Source: an optimization exercise on an open RTL-to-GDS flow (aim: small area, a short achievable clock period and few clock cycles per item). Production flows keep margins and buffers that such runs may drop.
At most, simulation tests tie the RTL to the original design; equivalence was not proved.
Power figures rest on the tool's default switching activity, not on a simulated workload.

==> build 17: inputs <==
## csa20_alu
module csa20_alu (
    input  wire        clk,
    input  wire        rst,           
    input  wire        in_valid,
    output wire        in_ready,
    input  wire [3:0]  in_ctl,
    input  wire [19:0] in_a,
    input  wire [19:0] in_b,
    output reg         out_valid,
    output reg  [39:0] out_result,
    output reg         cc_ov,
    output reg         cc_uf,
    output reg         cc_dz
);
Settings: LEC_CHECK=0, CAP_MARGIN=20, CELL_PAD_IN_SITES_DETAIL_PLACEMENT=1, CELL_PAD_IN_SITES_GLOBAL_PLACEMENT=2, CORE_MARGIN=2, CORE_UTILIZATION=40, PLACE_DENSITY=0.5, SLEW_MARGIN=20, TNS_END_PERCENT=100; clock period 12.0 ns.
standard.sh (not shown) runs the stock make flow with config.mk's settings and CLKGATE_MAP_FILE= SYNTH_SCRIPT=/design/flow/synth_recipe.tcl, a recipe that flattens the netlist after the stock synthesis.
==> flow/flow/run.sh <==
#!/bin/bash
# The standard layout (standard synthesis unchanged), with timing repair
# aiming at a setup slack of SETUP_SLACK_MARGIN ns at the design's clock
# period, so that it keeps improving paths that already meet it.
set -euo pipefail
export SETUP_SLACK_MARGIN=7.5
bash standard.sh > standard.log 2>&1
==> build 67 (differences from build 17) <==
--- a/flow/design.v
+++ b/flow/design.v
@@ -26,73 +26,103 @@
     reg [3:0]  cnt;          
     reg [3:0]  octl;         
     reg        f_sub;        
     reg        f_cin;        
     reg        f_as;         
     reg [19:0] oa;           
     reg [19:0] ob;           
-    reg        z1_one, z1_two, z1_neg;      
-    reg        z2_one, z2_two, z2_neg, z2_low, zc;
+    reg        bprev;        
+    reg [2:0]  r0;           
     reg        sa, sb;       
     reg        dzero;        
     reg        rred;         
     assign in_ready = ready;
     wire in_mul = (in_ctl == OP_MUL);
     wire in_div = (in_ctl == OP_DIV);
     wire in_sub = (in_ctl == OP_SUB);
     wire in_rot = (in_ctl == OP_ROL) | (in_ctl == OP_ROR);
     wire in_big = (|in_b[19:5]) | (in_b[4] & (in_b[3] | in_b[2]));
     wire [19:0] dx     = in_a ^ {20{in_a[19]}};                  
+    wire        m_sml  = (in_b[19:3] == 17'd0) | ((&in_b[19:3]) & (in_b[2:0] != 3'd0));
+    wire [2:0]  m3     = in_b[19] ? (3'd0 - in_b[2:0]) : in_b[2:0];
+    reg  [2:0]  q_top, r_top;
+    always @(*) begin
+        q_top = 3'd0;
+        r_top = dx[18:16];
+        if (m_sml) begin
+            case (m3)
+                3'd1: begin q_top = dx[18:16];             r_top = 3'd0; end
+                3'd2: begin q_top = {1'b0, dx[18:17]};     r_top = {2'b00, dx[16]}; end
+                3'd3: begin q_top = (dx[18:16] >= 3'd6) ? 3'd2 : (dx[18:16] >= 3'd3) ? 3'd1 : 3'd0;
+                            r_top = (dx[18:16] >= 3'd6) ? dx[18:16] - 3'd6 :
+                                    (dx[18:16] >= 3'd3) ? dx[18:16] - 3'd3 : dx[18:16]; end
+                3'd4: begin q_top = {2'b00, dx[18]};       r_top = {1'b0, dx[17:16]}; end
+                3'd5: begin q_top = {2'b00, dx[18:16] >= 3'd5};
+                            r_top = (dx[18:16] >= 3'd5) ? dx[18:16] - 3'd5 : dx[18:16]; end
+                3'd6: begin q_top = {2'b00, dx[18:16] >= 3'd6};
+                            r_top = (dx[18:16] >= 3'd6) ? dx[18:16] - 3'd6 : dx[18:16]; end
+                3'd7: begin q_top = {2'b00, dx[18:16] == 3'd7};
+                            r_top = (dx[18:16] == 3'd7) ? 3'd0 : dx[18:16]; end
+                default: ;
+            endcase
+        end
+    end
     wire [19:0] mm     = in_b ^ {20{in_b[19]}};
-    wire        m_sml  = (mm[18:3] == 16'd0);                
     wire [2:0]  dskip  = (|mm[18:17]) ? 3'd7 : (|mm[18:15]) ? 3'd6 : (|mm[18:13]) ? 3'd5 :
                          (|mm[18:11]) ? 3'd4 : (|mm[18:9])  ? 3'd3 : (|mm[18:7])  ? 3'd2 :
                          (|mm[18:5])  ? 3'd1 : 3'd0;
     wire [19:0] oa_ld  = in_b ^ {20{in_div & ~in_b[19]}};
-    wire [19:0] ob_ld  = in_div ? dx : in_a;
+    wire [19:0] ob_ld  = in_div ? {dx[15:0], 1'b0, m_sml ? q_top : dx[18:16]} : in_a;
     wire [19:0] hi   = out_result[39:20];
     wire [21:0] oa22 = {{2{oa[19]}}, oa};
     wire        dcin = f_cin;                                    
-    wire [18:0] rg = first ? 19'd0 : hi[18:0];
+    wire [18:0] rg = first ? {16'd0, r0} : hi[18:0];
     wire [21:0] w  = {1'b0, rg, ob[19], ob[18]};
     wire [19:0] rx    = {1'b0, hi[18:0]};
     wire        rx0   = (hi[18:0] == 19'd0);
     wire        tm1   = ((rx ^ oa) == 20'hFFFFF);        
     wire        inv_q = sa ^ sb;
     wire        inc_q = sb & (sa ? tm1 : rx0);
     reg  [21:0] ax;
     reg         bx_en, bx_inv, cx;
     always @(*) begin
         if (drun) begin
             ax = w;                                  bx_en = 1'b1; bx_inv = 1'b0; cx = dcin;
         end else if (dfix) begin
             ax = {3'b000, hi[18:0]} ^ {22{sa}};
-            bx_en  = sa ^ sb;
-            bx_inv = sa & ~sb;
-            cx     = 1'b0;
+            bx_en  = sa ? (~sb | tm1) : (sb & ~rx0);
+            bx_inv = sa & (~sb | tm1);
+            cx     = sa & sb & tm1;
         end else begin
             ax = {{2{ob[19]}}, ob};                  bx_en = 1'b1; bx_inv = f_sub; cx = f_cin;
         end
     end
     wire [21:0] bx = (oa22 & {22{bx_en}}) ^ {22{bx_inv}};
     wire [21:0] sx = ax + bx + {21'd0, cx};
     wire [21:0] sy = w + {oa22[20:0], dcin} + {21'd0, dcin};
-    function [2:0] booth(input [2:0] t);                     
-        booth = {t[1] ^ t[0], (t[2] & ~t[1] & ~t[0]) | (~t[2] & t[1] & t[0]), t[2]};
-    endfunction
-    wire [2:0] bn0 = booth(ob[5:3]);
-    wire [2:0] bn1 = booth(ob[7:5]);
-    wire [2:0] bl0 = booth({in_a[1:0], 1'b0});
-    wire [2:0] bl1 = booth(in_a[3:1]);
+    wire bo0_one = ob[0] ^ bprev;
+    wire bo0_two = (ob[1] & ~ob[0] & ~bprev) | (~ob[1] & ob[0] & bprev);
+    wire bo0_neg = ob[1];
+    wire bo1_one = ob[2] ^ ob[1];
+    wire bo1_two = (ob[3] & ~ob[2] & ~ob[1]) | (~ob[3] & ob[2] & ob[1]);
+    wire bo1_neg = ob[3];
+    wire z1_one = mrun ? bo0_one : 1'b1;
+    wire z1_two = mrun & bo0_two;
+    wire z1_neg = mrun ? bo0_neg : 1'b1;
+    wire z2_one = mrun ? bo1_one : 1'b1;
+    wire z2_two = mrun & bo1_two;
+    wire z2_neg = mrun & bo1_neg;
+    wire z2_low = mrun ? bo1_neg : dcin;
     wire [21:0] pp0 = (({22{z1_one}} & oa22) | ({22{z1_two}} & {oa22[20:0], 1'b0})) ^ {22{z1_neg}};
     wire [21:0] pp1 = (({22{z2_one}} & oa22) | ({22{z2_two}} & {oa22[20:0], 1'b0})) ^ {22{z2_neg}};
     wire [19:0] acc = first ? 20'd0 : hi;
     wire [23:0] z0 = mrun ? {{4{acc[19]}}, acc} : {2'b00, w};
     wire [23:0] z1 = {{2{pp0[21]}}, pp0};
     wire [23:0] z2 = {pp1, z2_low, z2_low};
+    wire        zc = mrun & bo1_neg;                        
     wire        zi = z1_neg;                                
     wire [23:0] zs = z0 ^ z1 ^ z2;
     wire [23:0] zk = {(z0[22:0] & z1[22:0]) | (z0[22:0] & z2[22:0]) | (z1[22:0] & z2[22:0]), zc};
     wire [23:0] sz = zs + zk + {23'd0, zi};
     wire        qh = ~sy[21];
     wire        ql = qh ? ~sz[21] : ~sx[21];
     reg  [18:0] rn;
@@ -126,15 +156,15 @@
     wire        sh_big  = (|oa[19:5]) | (oa[4] & (oa[3] | oa[2]));    
     wire [1:0]  sc      = oa[1:0];
     wire [2:0]  sj      = oa[4:2];                           
     wire [1:0]  rc = dal ? {cnt[0], 1'b0} : sh_left ? sc : (2'd0 - sc);
     reg  [2:0]  rj;
     always @(*) begin
         if (dal)
-            rj = {1'b0, cnt[2:1]} + 3'd1;                    
+            rj = {1'b0, cnt[2:1]};                           
         else if (sh_left)
             rj = sj;
         else if (sc != 2'd0)
             rj = 3'd4 - sj;
         else
             rj = (sj == 3'd0) ? 3'd0 : (3'd5 - sj);
     end
@@ -168,15 +198,15 @@
     wire        sh_fill = (octl == OP_SRA) & ob[19];
     wire [19:0] mask    = sh_rot ? 20'hFFFFF : (sh_big ? 20'd0 : (sh_left ? mask_l : mask_r));
     wire [19:0] sh_r    = (rot2 & mask) | ({20{sh_fill}} & ~mask);
     reg [19:0] sres;
     always @(*) begin
         case (octl)
             OP_ADD, OP_SUB: sres = sx[19:0];
-            OP_DIV:         sres = (dzero | inc_q) ? 20'd0 : sx[19:0];    
+            OP_DIV:         sres = dzero ? 20'd0 : sx[19:0];    
             OP_AND:         sres = ob & oa;
             OP_OR:          sres = ob | oa;
             OP_NOT:         sres = ~ob;
             OP_SLL, OP_SLA,
             OP_SRL, OP_SRA,
             OP_ROL, OP_ROR: sres = sh_r;
             default:        sres = 20'd0;
@@ -229,18 +259,15 @@
                     cc_ov <= add_ov;
                     cc_uf <= add_uf;
                 end
             end
             if (mrun) begin
                 first <= 1'b0;
                 cnt   <= cnt + 4'd1;
-                {z1_one, z1_two, z1_neg} <= bn0;
-                {z2_one, z2_two, z2_neg} <= bn1;
-                z2_low <= bn1[0];
-                zc     <= bn1[0];
+                bprev <= ob[3];
                 if (cnt == 4'd3) ready <= 1'b1;
                 if (cnt == 4'd4) begin
                     mrun      <= 1'b0;
                     out_valid <= 1'b1;
                     cc_ov     <= 1'b0;
                 end
             end
@@ -264,30 +291,21 @@
             end
             if (ready) begin
                 oa    <= oa_ld;
                 octl  <= in_ctl;
                 f_sub <= in_sub;
                 f_cin <= in_sub | (in_div & ~in_b[19]);
                 f_as  <= (in_ctl == OP_ADD) | in_sub;
+                r0    <= r_top;
                 sa    <= in_a[19];
                 sb    <= in_b[19];
                 dzero <= (in_b == 20'd0);
-                if (in_mul) begin
-                    {z1_one, z1_two, z1_neg} <= bl0;
-                    {z2_one, z2_two, z2_neg} <= bl1;
-                    z2_low <= bl1[0];
-                    zc     <= bl1[0];
-                end else begin
-                    {z1_one, z1_two, z1_neg} <= 3'b101;
-                    {z2_one, z2_two, z2_neg} <= 3'b100;
-                    z2_low <= in_div & ~in_b[19];
-                    zc     <= 1'b0;
-                end
+                bprev <= 1'b0;
                 first <= 1'b1;
-                cnt   <= ~in_div ? 4'd0 : m_sml ? 4'd14 : {1'b0, dskip};
+                cnt   <= in_div ? {1'b0, dskip} : 4'd0;
                 rred  <= in_rot & in_big;
                 if (in_valid) begin
                     pend  <= ~in_mul & ~in_div;
                     mrun  <= in_mul;
                     drun  <= in_div & m_sml;
                     dal   <= in_div & ~m_sml;
                     ready <= ~in_mul & ~in_div & ~(in_rot & in_big);
==> flow/run.sh (new file) <==
#!/bin/bash
# synth_recipe.tcl (not shown) runs the flow's synth.tcl, then flattens the netlist and writes it again
# the make line also repeats each setting of config.mk as NAME=value (left out here)
make -C /OpenROAD-flow-scripts/flow DESIGN_CONFIG=/design/flow/config.mk WORK_HOME=/design/flow/orfs CLKGATE_MAP_FILE= SYNTH_SCRIPT=/design/flow/synth_recipe.tcl finish
==> flow/config.mk (replaced) <==
export PLATFORM = sky130hd
export DESIGN_NAME = csa20_alu
export DESIGN_NICKNAME = csa20_alu
export VERILOG_FILES = /design/flow/design.v
export SDC_FILE = /design/flow/constraint.sdc
export NUM_CORES = 4
export LEC_CHECK = 0
export CAP_MARGIN = 20
export CORE_MARGIN = 2
export CORE_UTILIZATION = 55
export SETUP_SLACK_MARGIN = 5
export SLEW_MARGIN = 20
export TNS_END_PERCENT = 100
removed: flow/flow/run.sh
removed: flow/standard.sh
==> summary of the runs <==
- Maximum frequency: build 67 is lower than build 17 (about 20%).
- Of build 17 and build 67, build 67 has the higher global-route usage (gap 6.5 points).
- Wire length: build 17 is higher than build 67 (11%).
- Against build 17, the critical path depth of build 67 is higher by 1.
- In build 17 the via count is smaller than in build 67, by 7.1%.
- Hold slack: build 17 is lower than build 67 (49 ps).
==> figures <==
| item | build 67 | build 17 |
|---|---|---|
| Register bit count reported by yosys | 110 | 113 |
| Result of the run | no timing/DRC/antenna violations | no timing/DRC/antenna violations |
| Clock buf/inv share | 1.49% | 2.52% |
| Number of DRC markers in iteration 0 | 4289 | 2576 |
| Post-synthesis instance area | 19500 um2 | 17900 um2 |
| Share of the clock period used by the worst path | 50.0% | 39.9% |
| Height of the die | 192 um | 216 um |
| Setup repair after global routing missed its margin | no | yes |
| Share of power burned in registers | 14.9% | 11.6% |
| Syn_nets | 2971 | 2639 |
| Routed wirelength normalized by instance count | 27.7 um | 31.0 um |
| Combinational gate power | 2.52 mW | 3.67 mW |
| Number of well taps | 455 | 592 |
| Worst slack after detailed placement | 6080 ps | 6210 ps |
Testbench counts of build 17, summed over its fixed seeds: cycles 16,273, ops 8,000.
Function not checked in build 67: the RTL went through the layout flow alone.

-- port drivers added, routing unchanged --
The results above use ideal ports. As a check the final layouts listed here were re-extracted and re-timed, cells and wires unchanged.
Step 1 sets driving cells, clkbuf_16 on the clock port and buf_2 on the other inputs (assumed; they add their load-dependent delay and slew).
Step 2, shift: input delay + t, output delay - t, t = (earliest + latest rising clock arrival at the registers) / 2. This alone moves slack from input paths to output paths.
a / b / c = ideal ports / drivers / drivers and shift; a / b = the first two.
| run | t (ns) | slack for setup (ns) | worst hold slack (ns) |
|---|---|---|---|
| build 17 | 0.520 | 7.209 / 7.209 / 7.134 | 0.500 / 0.500 / 0.500 |
| build 67 | 0.450 | 5.996 / 5.996 / 5.996 | 0.549 / 0.549 / 0.549 |
After both steps setup and hold are still met in every run listed. For build 17, which loses most, drivers alone change the setup slack by 0.000 ns; drivers and shift together by -0.075 ns.
